This design comes from an exercise in tuning for small area on the open sky130 flow, not from production work.
Function not checked in this run: the RTL went through the layout flow alone.
Power and IR drop assume default switching activity.

$ cat flow/config.mk
export PLATFORM = sky130hd
export DESIGN_NAME = eeprog_pe
export DESIGN_NICKNAME = eeprog_pe
export VERILOG_FILES = /design/flow/design.v
export SDC_FILE = /design/flow/constraint.sdc
export NUM_CORES = 4
export LEC_CHECK = 0
export CAP_MARGIN = 20
export CORE_MARGIN = 2
export CORE_UTILIZATION = 30
export SLEW_MARGIN = 20
$ cat flow/constraint.sdc
create_clock -name core_clock -period 10.0 [get_ports {CLK}]
set_input_delay 2.0000 -clock core_clock [delete_from_list [all_inputs] [get_ports {CLK}]]
set_output_delay 2.0000 -clock core_clock [all_outputs]
set_load 0.01 [all_outputs]
$ cat flow/design.v
module eeprog_pe (
    input  wire        CLK,
    input  wire        RST,
    input  wire        H_SEL,
    input  wire        H_WE,
    input  wire [3:0]  H_ADDR,
    input  wire [15:0] H_WDATA,
    output reg  [15:0] H_RDATA,
    input  wire [7:0]  DQ_IN,
    output wire [7:0]  DQ_OUT,
    output wire        DQ_OE,
    output wire        CE_N,
    output wire        OE_N,
    output wire        VPP_EN,
    output wire        HV_EN,
    output wire        LAT_SER,
    output wire        LAT_SCK,
    output wire        LAT_STB
);
    localparam BUF_LOG2    = 8;
    localparam BUF_SIZE    = 1 << BUF_LOG2;
    localparam RETRY_LIMIT = 20;
    localparam [15:0] MAX_ADDR = 16'h07FF;
    localparam T_SCK  = 2;
    localparam T_LAT  = 2;
    localparam T_LATS = 3;
    localparam S_CE   = 2;
    localparam S_OE   = 3;
    localparam S_VPP  = 5;
    localparam S_HV   = 5;
    localparam T_DS   = 2;
    localparam T_AS   = 2;
    localparam T_PW   = 25;
    localparam T_PPS  = 4;
    localparam T_VFY  = 3;
    localparam T_VS   = 10;
    localparam T_EPW  = 3000;
    localparam T_ERS  = 10;
    localparam DCNT_W = 12;
    localparam R_CMD = 4'h0, R_STATUS = 4'h1, R_ADDR = 4'h2, R_LEN = 4'h3,
               R_WDATA = 4'h4, R_RDATA = 4'h5, R_FAILADDR = 4'h6,
               R_COUNT = 4'h7, R_ATTEMPTS = 4'h8, R_LATADDR = 4'h9,
               R_BUFPTR = 4'hA, R_BUFDATA = 4'hB, R_INFO = 4'hC,
               R_MAXADDR = 4'hD;
    localparam OP_LATCH = 4'h1, OP_READ = 4'h2, OP_READ_PAGE = 4'h3,
               OP_BLANK = 4'h4, OP_ERASE = 4'h5, OP_PROG_BYTE = 4'h6,
               OP_PROG_BUF = 4'h7;
    localparam RES_OK = 3'd0, RES_VFAIL = 3'd1, RES_NOT_BLANK = 3'd2,
               RES_BAD_LEN = 3'd3, RES_BAD_OP = 3'd4;
    localparam [5:0]
        P_IDLE    = 6'd0,
        P_DIRR    = 6'd1,    
        P_L_STB0  = 6'd2,    
        P_L_BIT   = 6'd3,    
        P_L_CLK   = 6'd4,    
        P_L_END   = 6'd5,    
        P_L_STB1  = 6'd6,    
        P_L_STB0B = 6'd7,    
        P_R_CE1   = 6'd8,
        P_R_OE1   = 6'd9,
        P_R_SMP   = 6'd10,
        P_R_OE0   = 6'd11,
        P_R_CE0   = 6'd12,
        P_E_HV1   = 6'd13,
        P_E_VPP1  = 6'd14,
        P_E_WVS   = 6'd15,
        P_E_CE1   = 6'd16,
        P_E_WEPW  = 6'd17,
        P_E_CE0   = 6'd18,
        P_E_WERS  = 6'd19,
        P_E_VPP0  = 6'd20,
        P_E_HV0   = 6'd21,
        P_P_DIRD  = 6'd22,   
        P_P_VPP1  = 6'd23,   
        P_Q_VPP1  = 6'd24,   
        P_Q_DIRD  = 6'd25,   
        P_P_WDS   = 6'd26,
        P_P_DRV   = 6'd27,
        P_P_WAS   = 6'd28,
        P_P_CE1   = 6'd29,
        P_P_WPW   = 6'd30,
        P_P_CE0   = 6'd31,
        P_P_WPPS  = 6'd32,
        P_V_OE1   = 6'd33,
        P_V_DIRR  = 6'd34,
        P_V_VPP0  = 6'd35,
        P_V_CE1   = 6'd36,
        P_V_WVFY  = 6'd37,
        P_V_SMP   = 6'd38,
        P_V_CE0   = 6'd39,
        P_V_OE0   = 6'd40;
    reg        ce, oe, vpp, hv, dir;
    reg [7:0]  dout;
    reg        ser, sck, stb;
    reg        busy, done, rej, lav;
    reg [2:0]  res;
    reg [15:0] addr_r, len_r;
    reg [7:0]  wdata_r, rdata_r;
    reg [15:0] failaddr_r, count_r, lataddr_r;
    reg [4:0]  attempts_r;
    reg [BUF_LOG2-1:0] bufptr;
    reg [7:0]  buf_mem [0:BUF_SIZE-1];
    reg [5:0]  pos;
    reg [DCNT_W-1:0] dcnt;
    reg [3:0]  op_r;
    reg [15:0] off;
    reg [4:0]  att;
    reg [15:0] ca;
    reg [7:0]  cv;
    reg [3:0]  bi;
    assign DQ_OUT  = dout;
    assign DQ_OE   = dir;
    assign CE_N    = ~ce;
    assign OE_N    = ~oe;
    assign VPP_EN  = vpp;
    assign HV_EN   = hv;
    assign LAT_SER = ser;
    assign LAT_SCK = sck;
    assign LAT_STB = stb;
    wire [1:0]  bstate = !busy ? 2'd0 : (dir ? 2'd2 : 2'd1);
    wire [15:0] status_w = {2'b00, dir, hv, vpp, oe, ce, bstate, lav, rej, res, done, busy};
    wire [7:0]  buf_host_rd = buf_mem[bufptr];
    always @(*) begin
        H_RDATA = 16'h0000;
        if (H_SEL && !H_WE) begin
            case (H_ADDR)
                R_STATUS:   H_RDATA = status_w;
                R_ADDR:     H_RDATA = addr_r;
                R_LEN:      H_RDATA = len_r;
                R_WDATA:    H_RDATA = {8'h00, wdata_r};
                R_RDATA:    H_RDATA = {8'h00, rdata_r};
                R_FAILADDR: H_RDATA = failaddr_r;
                R_COUNT:    H_RDATA = count_r;
                R_ATTEMPTS: H_RDATA = {11'd0, attempts_r};
                R_LATADDR:  H_RDATA = lataddr_r;
                R_BUFPTR:   H_RDATA = {{(16-BUF_LOG2){1'b0}}, bufptr};
                R_BUFDATA:  H_RDATA = {8'h00, buf_host_rd};
                R_INFO:     H_RDATA = {8'd20, 4'h0, 4'd8};
                R_MAXADDR:  H_RDATA = MAX_ADDR;
                default:    H_RDATA = 16'h0000;
            endcase
        end
    end
    wire host_wr = H_SEL && H_WE;
    wire host_rd = H_SEL && !H_WE;
    wire wr_operand = host_wr && (H_ADDR == R_CMD || H_ADDR == R_ADDR ||
                                  H_ADDR == R_LEN || H_ADDR == R_WDATA ||
                                  H_ADDR == R_BUFPTR || H_ADDR == R_BUFDATA);
    wire [3:0] cmd_op   = H_WDATA[3:0];
    wire       cmd_wr   = host_wr && (H_ADDR == R_CMD) && !busy;
    wire       op_bad   = (cmd_op == 4'h0) || (cmd_op > OP_PROG_BUF);
    wire       op_len   = (cmd_op == OP_READ_PAGE) || (cmd_op == OP_PROG_BUF);
    wire       len_bad  = op_len && (len_r > BUF_SIZE);
    wire       len_zero = op_len && (len_r == 16'd0);
    wire       accept   = cmd_wr && !op_bad && !len_bad && !len_zero;
    wire        step   = busy && (dcnt == 1);
    wire [15:0] off_p1 = off + 16'd1;
    wire        last_byte = (off_p1 == len_r);
    wire [7:0]  buf_seq_rd = buf_mem[off_p1[BUF_LOG2-1:0]];
    wire [7:0]  smp = DQ_IN;
    wire [3:0]  bi_next = (pos == P_L_STB0) ? 4'd15 : bi - 4'd1;
    reg  [5:0]  np;           
    reg         fin;          
    reg  [2:0]  fin_code;
    always @(*) begin
        np = pos;
        fin = 1'b0;
        fin_code = RES_OK;
        if (accept) begin
            case (cmd_op)
                OP_LATCH:     np = P_L_STB0;
                OP_PROG_BYTE: np = P_P_DIRD;
                OP_PROG_BUF:  np = P_P_DIRD;
                default:      np = P_DIRR;
            endcase
        end else if (step) begin
            case (pos)
                P_DIRR:    np = (op_r == OP_ERASE) ? P_E_HV1 : P_L_STB0;
                P_L_STB0:  np = P_L_BIT;
                P_L_BIT:   np = P_L_CLK;
                P_L_CLK:   np = (bi == 4'd0) ? P_L_END : P_L_BIT;
                P_L_END:   np = P_L_STB1;
                P_L_STB1:  np = P_L_STB0B;
                P_L_STB0B: begin
                    if (op_r == OP_LATCH) begin
                        fin = 1'b1;
                        np = P_IDLE;
                    end else if (op_r == OP_PROG_BYTE || op_r == OP_PROG_BUF)
                        np = P_P_WDS;
                    else
                        np = P_R_CE1;
                end
                P_R_CE1:   np = P_R_OE1;
                P_R_OE1:   np = P_R_SMP;
                P_R_SMP:   np = P_R_OE0;
                P_R_OE0:   np = P_R_CE0;
                P_R_CE0: begin
                    case (op_r)
                        OP_READ: begin
                            fin = 1'b1;
                            np = P_IDLE;
                        end
                        OP_READ_PAGE: begin
                            if (last_byte) begin
                                fin = 1'b1;
                                np = P_IDLE;
                            end else
                                np = P_L_STB0;
                        end
                        default: begin  
                            if (rdata_r != 8'hFF) begin
                                fin = 1'b1;
                                fin_code = RES_NOT_BLANK;
                                np = P_IDLE;
                            end else if (off == MAX_ADDR) begin
                                fin = 1'b1;
                                np = P_IDLE;
                            end else
                                np = P_L_STB0;
                        end
                    endcase
                end
                P_E_HV1:   np = P_E_VPP1;
                P_E_VPP1:  np = P_E_WVS;
                P_E_WVS:   np = P_E_CE1;
                P_E_CE1:   np = P_E_WEPW;
                P_E_WEPW:  np = P_E_CE0;
                P_E_CE0:   np = P_E_WERS;
                P_E_WERS:  np = P_E_VPP0;
                P_E_VPP0:  np = P_E_HV0;
                P_E_HV0: begin
                    fin = 1'b1;
                    np = P_IDLE;
                end
                P_P_DIRD:  np = P_P_VPP1;
                P_P_VPP1:  np = P_L_STB0;
                P_Q_VPP1:  np = P_Q_DIRD;
                P_Q_DIRD:  np = P_L_STB0;
                P_P_WDS:   np = P_P_DRV;
                P_P_DRV:   np = P_P_WAS;
                P_P_WAS:   np = P_P_CE1;
                P_P_CE1:   np = P_P_WPW;
                P_P_WPW:   np = P_P_CE0;
                P_P_CE0:   np = P_P_WPPS;
                P_P_WPPS:  np = P_V_OE1;
                P_V_OE1:   np = P_V_DIRR;
                P_V_DIRR:  np = P_V_VPP0;
                P_V_VPP0:  np = P_V_CE1;
                P_V_CE1:   np = P_V_WVFY;
                P_V_WVFY:  np = P_V_SMP;
                P_V_SMP:   np = P_V_CE0;
                P_V_CE0:   np = P_V_OE0;
                P_V_OE0: begin
                    if (rdata_r == cv) begin
                        if (op_r == OP_PROG_BUF && !last_byte)
                            np = P_P_DIRD;
                        else begin
                            fin = 1'b1;
                            np = P_IDLE;
                        end
                    end else if (att == RETRY_LIMIT) begin
                        fin = 1'b1;
                        fin_code = RES_VFAIL;
                        np = P_IDLE;
                    end else
                        np = P_Q_VPP1;
                end
                default: begin
                    fin = 1'b1;
                    np = P_IDLE;
                end
            endcase
        end
    end
    reg [DCNT_W-1:0] np_dur;
    always @(*) begin
        case (np)
            P_L_BIT, P_L_CLK, P_L_END:         np_dur = T_SCK;
            P_L_STB1:                          np_dur = T_LAT;
            P_L_STB0B:                         np_dur = T_LATS;
            P_R_CE1, P_R_CE0, P_E_CE1, P_E_CE0,
            P_P_CE1, P_P_CE0, P_V_CE1, P_V_CE0: np_dur = S_CE;
            P_R_OE1, P_R_OE0, P_V_OE1, P_V_OE0: np_dur = S_OE;
            P_E_VPP1, P_E_VPP0, P_P_VPP1, P_Q_VPP1,
            P_V_VPP0:                          np_dur = S_VPP;
            P_E_HV1, P_E_HV0:                  np_dur = S_HV;
            P_E_WVS:                           np_dur = T_VS;
            P_E_WEPW:                          np_dur = T_EPW;
            P_E_WERS:                          np_dur = T_ERS;
            P_P_WDS:                           np_dur = T_DS;
            P_P_WAS:                           np_dur = T_AS;
            P_P_WPW:                           np_dur = T_PW;
            P_P_WPPS:                          np_dur = T_PPS;
            P_V_WVFY:                          np_dur = T_VFY;
            default:                           np_dur = 1;
        endcase
    end
    wire buf_host_we = host_wr && (H_ADDR == R_BUFDATA) && !busy;
    wire buf_seq_we  = step && (pos == P_R_CE0) && (op_r == OP_READ_PAGE);
    always @(posedge CLK) begin
        if (!RST) begin
            if (buf_host_we)
                buf_mem[bufptr] <= H_WDATA[7:0];
            else if (buf_seq_we)
                buf_mem[off[BUF_LOG2-1:0]] <= rdata_r;
        end
    end
    always @(posedge CLK) begin
        if (RST) begin
            addr_r  <= 16'h0000;
            len_r   <= 16'h0000;
            wdata_r <= 8'h00;
            bufptr  <= {BUF_LOG2{1'b0}};
            rej     <= 1'b0;
        end else begin
            if (host_wr && !busy) begin
                case (H_ADDR)
                    R_ADDR:    addr_r  <= H_WDATA;
                    R_LEN:     len_r   <= H_WDATA;
                    R_WDATA:   wdata_r <= H_WDATA[7:0];
                    R_BUFPTR:  bufptr  <= H_WDATA[BUF_LOG2-1:0];
                    R_BUFDATA: bufptr  <= bufptr + 1'b1;
                    default: ;
                endcase
            end
            if (host_rd && H_ADDR == R_BUFDATA)
                bufptr <= bufptr + 1'b1;
            if (wr_operand && busy)
                rej <= 1'b1;
            else if (host_wr && H_ADDR == R_STATUS && H_WDATA[5])
                rej <= 1'b0;
        end
    end
    always @(posedge CLK) begin
        if (RST) begin
            ce <= 1'b0; oe <= 1'b0; vpp <= 1'b0; hv <= 1'b0; dir <= 1'b0;
            dout <= 8'h00;
            ser <= 1'b0; sck <= 1'b0; stb <= 1'b0;
            busy <= 1'b0; done <= 1'b0; res <= RES_OK; lav <= 1'b0;
            rdata_r <= 8'h00;
            failaddr_r <= 16'h0000; count_r <= 16'h0000;
            lataddr_r <= 16'h0000; attempts_r <= 5'd0;
            pos <= P_IDLE; dcnt <= {DCNT_W{1'b0}};
            op_r <= 4'h0; off <= 16'h0000; att <= 5'd0;
            ca <= 16'h0000; cv <= 8'h00; bi <= 4'd0;
        end else begin
            if (host_wr && H_ADDR == R_STATUS && H_WDATA[1])
                done <= 1'b0;
            if (cmd_wr) begin
                if (op_bad) begin
                    done <= 1'b1;
                    res  <= RES_BAD_OP;
                end else if (len_bad) begin
                    done <= 1'b1;
                    res  <= RES_BAD_LEN;
                end else if (len_zero) begin
                    done    <= 1'b1;
                    res     <= RES_OK;
                    count_r <= 16'h0000;
                end else begin
                    busy <= 1'b1;
                    done <= 1'b0;
                    res  <= RES_OK;
                    op_r <= cmd_op;
                    case (cmd_op)
                        OP_LATCH: ca <= addr_r;
                        OP_PROG_BYTE: begin
                            ca  <= addr_r;
                            cv  <= wdata_r;
                            att <= 5'd1;
                        end
                        OP_PROG_BUF: begin
                            off <= 16'h0000;
                            ca  <= addr_r;
                            cv  <= buf_mem[0];
                            att <= 5'd1;
                        end
                        default: ;
                    endcase
                end
            end
            if (busy) begin
                if (dcnt > 1)
                    dcnt <= dcnt - 1'b1;
            end
            if (step && (pos == P_R_SMP || pos == P_V_SMP))
                rdata_r <= smp;
            if (step) begin
                case (pos)
                    P_DIRR: begin
                        if (op_r == OP_BLANK) begin
                            off <= 16'h0000;
                            ca  <= 16'h0000;
                        end else if (op_r == OP_READ_PAGE) begin
                            off <= 16'h0000;
                            ca  <= addr_r;
                        end else
                            ca <= addr_r;
                    end
                    P_L_CLK: bi <= bi - 1'b1;
                    P_R_CE0: begin
                        if (op_r == OP_READ)
                            count_r <= 16'd1;
                        else if (op_r == OP_READ_PAGE) begin
                            if (last_byte)
                                count_r <= len_r;
                            else begin
                                off <= off_p1;
                                ca  <= addr_r + off_p1;
                            end
                        end else begin
                            if (rdata_r != 8'hFF)
                                failaddr_r <= off;
                            else if (off != MAX_ADDR) begin
                                off <= off_p1;
                                ca  <= off_p1;
                            end
                        end
                    end
                    P_V_OE0: begin
                        if (rdata_r == cv) begin
                            if (op_r == OP_PROG_BUF && !last_byte) begin
                                off <= off_p1;
                                ca  <= addr_r + off_p1;
                                cv  <= buf_seq_rd;
                                att <= 5'd1;
                            end else begin
                                attempts_r <= att;
                                count_r    <= (op_r == OP_PROG_BUF) ? len_r : 16'd1;
                            end
                        end else if (att == RETRY_LIMIT) begin
                            attempts_r <= att;
                            count_r    <= (op_r == OP_PROG_BUF) ? off : 16'd0;
                            failaddr_r <= ca;
                        end else
                            att <= att + 1'b1;
                    end
                    default: ;
                endcase
            end
            if (accept || step) begin
                pos <= np;
                if (fin) begin
                    busy <= 1'b0;
                    done <= 1'b1;
                    res  <= fin_code;
                end else begin
                    dcnt <= np_dur;
                    case (np)
                        P_DIRR, P_V_DIRR:   dir <= 1'b0;
                        P_P_DIRD, P_Q_DIRD: dir <= 1'b1;
                        P_L_STB0: begin
                            stb <= 1'b0;
                            sck <= 1'b0;
                            bi  <= 4'd15;
                        end
                        P_L_BIT: begin
                            ser <= ca[bi_next];
                            sck <= 1'b0;
                        end
                        P_L_CLK:  sck <= 1'b1;
                        P_L_END: begin
                            sck <= 1'b0;
                            ser <= 1'b0;
                        end
                        P_L_STB1: begin
                            stb       <= 1'b1;
                            lataddr_r <= ca;
                            lav       <= 1'b1;
                        end
                        P_L_STB0B: stb <= 1'b0;
                        P_R_CE1, P_E_CE1, P_P_CE1, P_V_CE1: ce <= 1'b1;
                        P_R_CE0, P_E_CE0, P_P_CE0, P_V_CE0: ce <= 1'b0;
                        P_R_OE1, P_V_OE1:   oe <= 1'b1;
                        P_R_OE0, P_V_OE0:   oe <= 1'b0;
                        P_E_VPP1, P_P_VPP1, P_Q_VPP1: vpp <= 1'b1;
                        P_E_VPP0, P_V_VPP0: vpp <= 1'b0;
                        P_E_HV1:            hv <= 1'b1;
                        P_E_HV0:            hv <= 1'b0;
                        P_P_DRV:            dout <= cv;
                        default: ;
                    endcase
                end
            end
        end
    end
endmodule
$ cat flow/run.sh
#!/bin/bash
# synth_recipe.tcl (not shown) runs the flow's synth.tcl, then flattens the netlist and writes it again
# the make line also repeats each setting of config.mk as NAME=value (left out here)
make -C /OpenROAD-flow-scripts/flow DESIGN_CONFIG=/design/flow/config.mk WORK_HOME=/design/flow/orfs CLKGATE_MAP_FILE= SYNTH_SCRIPT=/design/flow/synth_recipe.tcl finish
==> key figures <==
Global route
  – GR Util met3: 0.0525
  – First-pass GRT wire length: 506 mm
  – GR met1 Demand/Resource: 0.262
  – Global route overflow: 0
  – Largest net degree at the start of global routing: 129
  – Vias in the first global route: 64616
  – GRT Total Usage: 0.188
  – Layer with the highest usage: met2
  – Met2 global-route usage: 0.282
  – Initial antenna violation count: 14

Clocking
  – Clock root buffer: clkbuf_16
  – Post-CTS Setup Repair Bufs: 0
  – H-tree levels: 4
  – Clock-pin slew on the worst setup and hold paths: 0.07 ns
  – Worst skew pair latency: 0.93 ns
  – Post-CTS Hold Fix Bufs: 0
  – Clk sinks: 2259
  – TritonCTS Buffers: 238
  – CTS tree: yes
  – Longest Clk Path Bufs: 4
  – Cts repair resizes: 0

Timing
  – Final Critical Period: 7.94 ns
  – Worst-Margin Slew: 1.19 ns
  – Setup ws final: 2.06 ns
  – Max-slew violations: 0
  – RSZ-0062 raised after global routing: false
  – Peak Freq: 0.126 GHz
  – Setup Total Neg Slack: 0 ns
  – Slew margin rel.: 0.200
  – Final hold vios: 0
  – Skew final: 0.0818 ns
  – Setup violations, final: 0
  – Final period util: 0.794
  – Hold slack: 0.456 ns

Finish
  – Nets: 6227
  – Layout cells sized above 1: 0.294
  – Util after Layout: 0.341
  – # fillers: 33748
  – Layout area overhead: 12.9%

Detailed routing
  – DR pass1 iterations: 19
  – WL final: 356 mm
  – Antenna Nets Post-Route: 0
  – WL/cell: 31.9 microns
  – DRC viols: 0
  – Via density per instance: 5.97
  – Routed vias: 66574
  – Number of DRC markers in iteration 0: 10575

Synth
  – FFs w/ async S/R, synth: 0
  – Yosys warns: 1
  – Post-Syn Nets: 6291
  – Area contributors post-synth: edfxtp_1 (56%), mux4_2 (27%), dfxtp_1 (3.9%)
  – Distinct cells, synth: 91
  – Top FF cell, synth: edfxtp_1
  – Cell taking the most area after synthesis: edfxtp_1
  – Post-synth top area share: 0.562
  – Register bit total from synthesis: 2259
  – Mapped Cells: 6229
  – Post-Syn Area: 109000 sq um
  – Avg Cell Area, Syn: 17.6 sq um
  – Post-synth EDFFs: 2048
  – Sequential share of the synthesized area: 0.601

Status
  – Status: finished clean

Power
  – Leakage: 35.7 nW
  – Comb pwr share: 0.030
  – P per Cell Area: 161 nW/um^2
  – Sequential power share: 0.519
  – Power Internal: 15.6 mW
  – Max IR drop VDD: 0.137 mV
  – Net Sw Power: 4.20 mW
  – Sw Ratio: 0.212
  – Clock network fraction of total power: 0.451

Floorplanning
  – IO Count: 64
  – Row Count: 221
  – Die Width: 608 microns
  – Core Area: 363000 sq um
  – Initial Utilization: 0.302
  – Die Ht: 608 microns
  – Die Area: 369000 sq um

Critical path
  – WS Path Type: reg2out
  – Crit Path Max Fanout: 73
  – Critical R2R Launch: off[0]$_SDFF_PP0_
  – R2r setup slk: 2.81 ns
  – Worst Path Required: 8.00 ns
  – Worst path arrival time: 5.94 ns
  – Critical Path Sink Type: primary output
  – CP Launch Type: register
  – Critical path endpoint: H_RDATA[4]
  – R2R cell count: 17
  – Reg2reg end: lataddr_r[1]$_SDFFE_PP0P_

Place
  – Routability congestion estimate from global placement: 0.928
  – Number of port buffers: 63
  – Post-DP HPWL: 233 mm
  – DP Worst Slack: 2.28 ns

Min path
  – Min-Delay Path Class: reg2reg

Job
  – # Max-Cap Violations: 0
==> kinds of logic (layout without fill, tap and decap cells) <==
kind of cell | after synthesis | after routing | share of synthesized area
buffers and inverters | 567 | 688 | 0.0200
multiplexers | 1420 | 1420 | 0.281
flip-flops | 2259 | 2259 | 0.601
adder cells (fa/ha/maj) | 30 | 30 | 0.00350
AND/OR/NAND/NOR | 1239 | 1239 | 0.0499
XOR/XNOR | 64 | 64 | 0.00532
AO/OA/AOI/OAI | 650 | 650 | 0.0391
other | 0 | 7 | 0
==> cell type report <==
| cell class | instances | area [sq um] | share of cell area |
|---|---|---|---|
| Timing Repair Buffer | 198 | 1970 | 0.0160 |
| Tap cell | 4794 | 6000 | 0.0486 |
| Sequential cell | 2259 | 65700 | 0.533 |
| Clock buffer | 290 | 6220 | 0.0504 |
| Antenna cell | 7 | 17.5 | 0.000142 |
| Clock inverter | 135 | 1440 | 0.0116 |
| Multi-Input combinational cell | 3403 | 41800 | 0.339 |
| Inverter | 65 | 244 | 0.00198 |
==> state kept, by name (all words and copies together) (netlist names), 12 cells and up, named ones only <==
signal,flops
ca,16
addr_r,16
count_r,16
lataddr_r,16
off,16
dcnt,12
buf_mem,2048
len_r,16
failaddr_r,16
==> critical path, stage by stage, from the launching register on <==
cell and delay [ns]:
dfxtp_4 0.83, buf_12 0.57, mux4_2 0.60, mux4_2 0.55, mux4_2 0.65, mux4_2 0.65, a221oi_1 0.41, nor2_1 0.09
clkdlybuf4s50_1 0.51
==> power by group through the flow <==
stage	combinational (mW)	clock [mW]	sequential [mW]
after CTS	0.579	9.00	10.3
after global placement	0.572	0	10.5
after detailed placement	0.577	0	10.5
final	0.587	8.94	10.3
after global routing	0.605	9.36	10.3
after floorplan	0.306	0	10.5
==> how the worst min path moves through the flow <==
stage	startpoint	to	slack (ns)	cells after the start
after floorplan	lav$_SDFFE_PP0P_	lav$_SDFFE_PP0P_	0.43	2
after global placement	rej$_SDFFE_PP0P_	rej$_SDFFE_PP0P_	0.45	2
after global routing	rej$_SDFFE_PP0P_	rej$_SDFFE_PP0P_	0.47	2
final	rej$_SDFFE_PP0P_	rej$_SDFFE_PP0P_	0.46	2
after CTS	rej$_SDFFE_PP0P_	rej$_SDFFE_PP0P_	0.46	2
after detailed placement	rej$_SDFFE_PP0P_	rej$_SDFFE_PP0P_	0.45	2
==> placed cells by master, fill, tap and decap left out, types with 13 or more instances in the layout <==
cell             instances
a211oi_1                28
a21oi_1                188
a221oi_1                27
a22o_1                  14
a22oi_1                 34
a311oi_1                20
a31oi_1                 48
a32oi_1                 13
and2_1                  15
and3_1                  29
buf_12                  26
buf_4                  109
bufinv_16               30
clkbuf_1                48
clkbuf_16              241
clkdlybuf4s50_1         62
clkinv_1                51
clkinv_2                37
dfxtp_1                204
edfxtp_1              2048
ha_1                    28
inv_1                   63
mux2i_1                 88
mux4_2                1320
nand2_1                402
nand2_2                 14
nand2b_1                18
nand3_1                119
nand4_1                 20
nor2_1                 472
nor2b_1                 19
nor3_1                  41
nor4_1                  15
o211ai_1                19
o21ai_0                106
o22ai_1                 36
or3_1                   14
xnor2_1                 35
xor2_1                  21
==> layer usage <==
layer | vias up | routed length, microns
met1 | 35341 | 139000
li1 | 26020 | -
met5 | - | 335
met4 | 6 | 13800
met3 | 626 | 44100
met2 | 4581 | 159000
==> through the flow <==
step | std cells | power [mW] | cell area (sq um)
2_1_floorplan | 6229 | 10.8 | 109000
3_3_place_gp | 10719 | 11.1 | 116000
3_5_place_dp | 10719 | 11.1 | 116000
4_1_cts | 11144 | 19.9 | 123000
5_1_grt | 11146 | 20.3 | 123000
6_report | 11151 | 19.8 | 123000
==> Yosys cell counts (all sizes together), types with 48 or more instances <==
cell    number
a21oi      189
a31oi       50
buf        147
clkbuf     355
dfxtp      211
edfxtp    2048
inv         64
mux2i       88
mux4      1320
nand2      418
nand3      120
nor2       474
nor3        48
o21ai      112

==> port drivers added, routing unchanged <==
The flow's constraints put no driver on any port. The routed layout listed below was extracted and timed again, unchanged, in two steps. Step 1 assumes that a clkbuf_16 drives the clock port and a buf_2 every other input. Step 2 also shifts input and output timing later by t, the mid clock arrival at the registers, as if the neighbouring blocks saw the same clock. a / b / c = ideal / step 1 / step 2; a / b = the first two.
t (ns): 0.982
slack for setup (ns): 2.062 / 1.963 / 2.124
worst hold slack (ns): 0.456 / 0.456 / 0.456
pins driven straight from the clock port: 1
After both steps this run still meets setup and hold. The setup slack of this run moves by -0.099 ns with the drivers and by +0.062 ns with both steps.
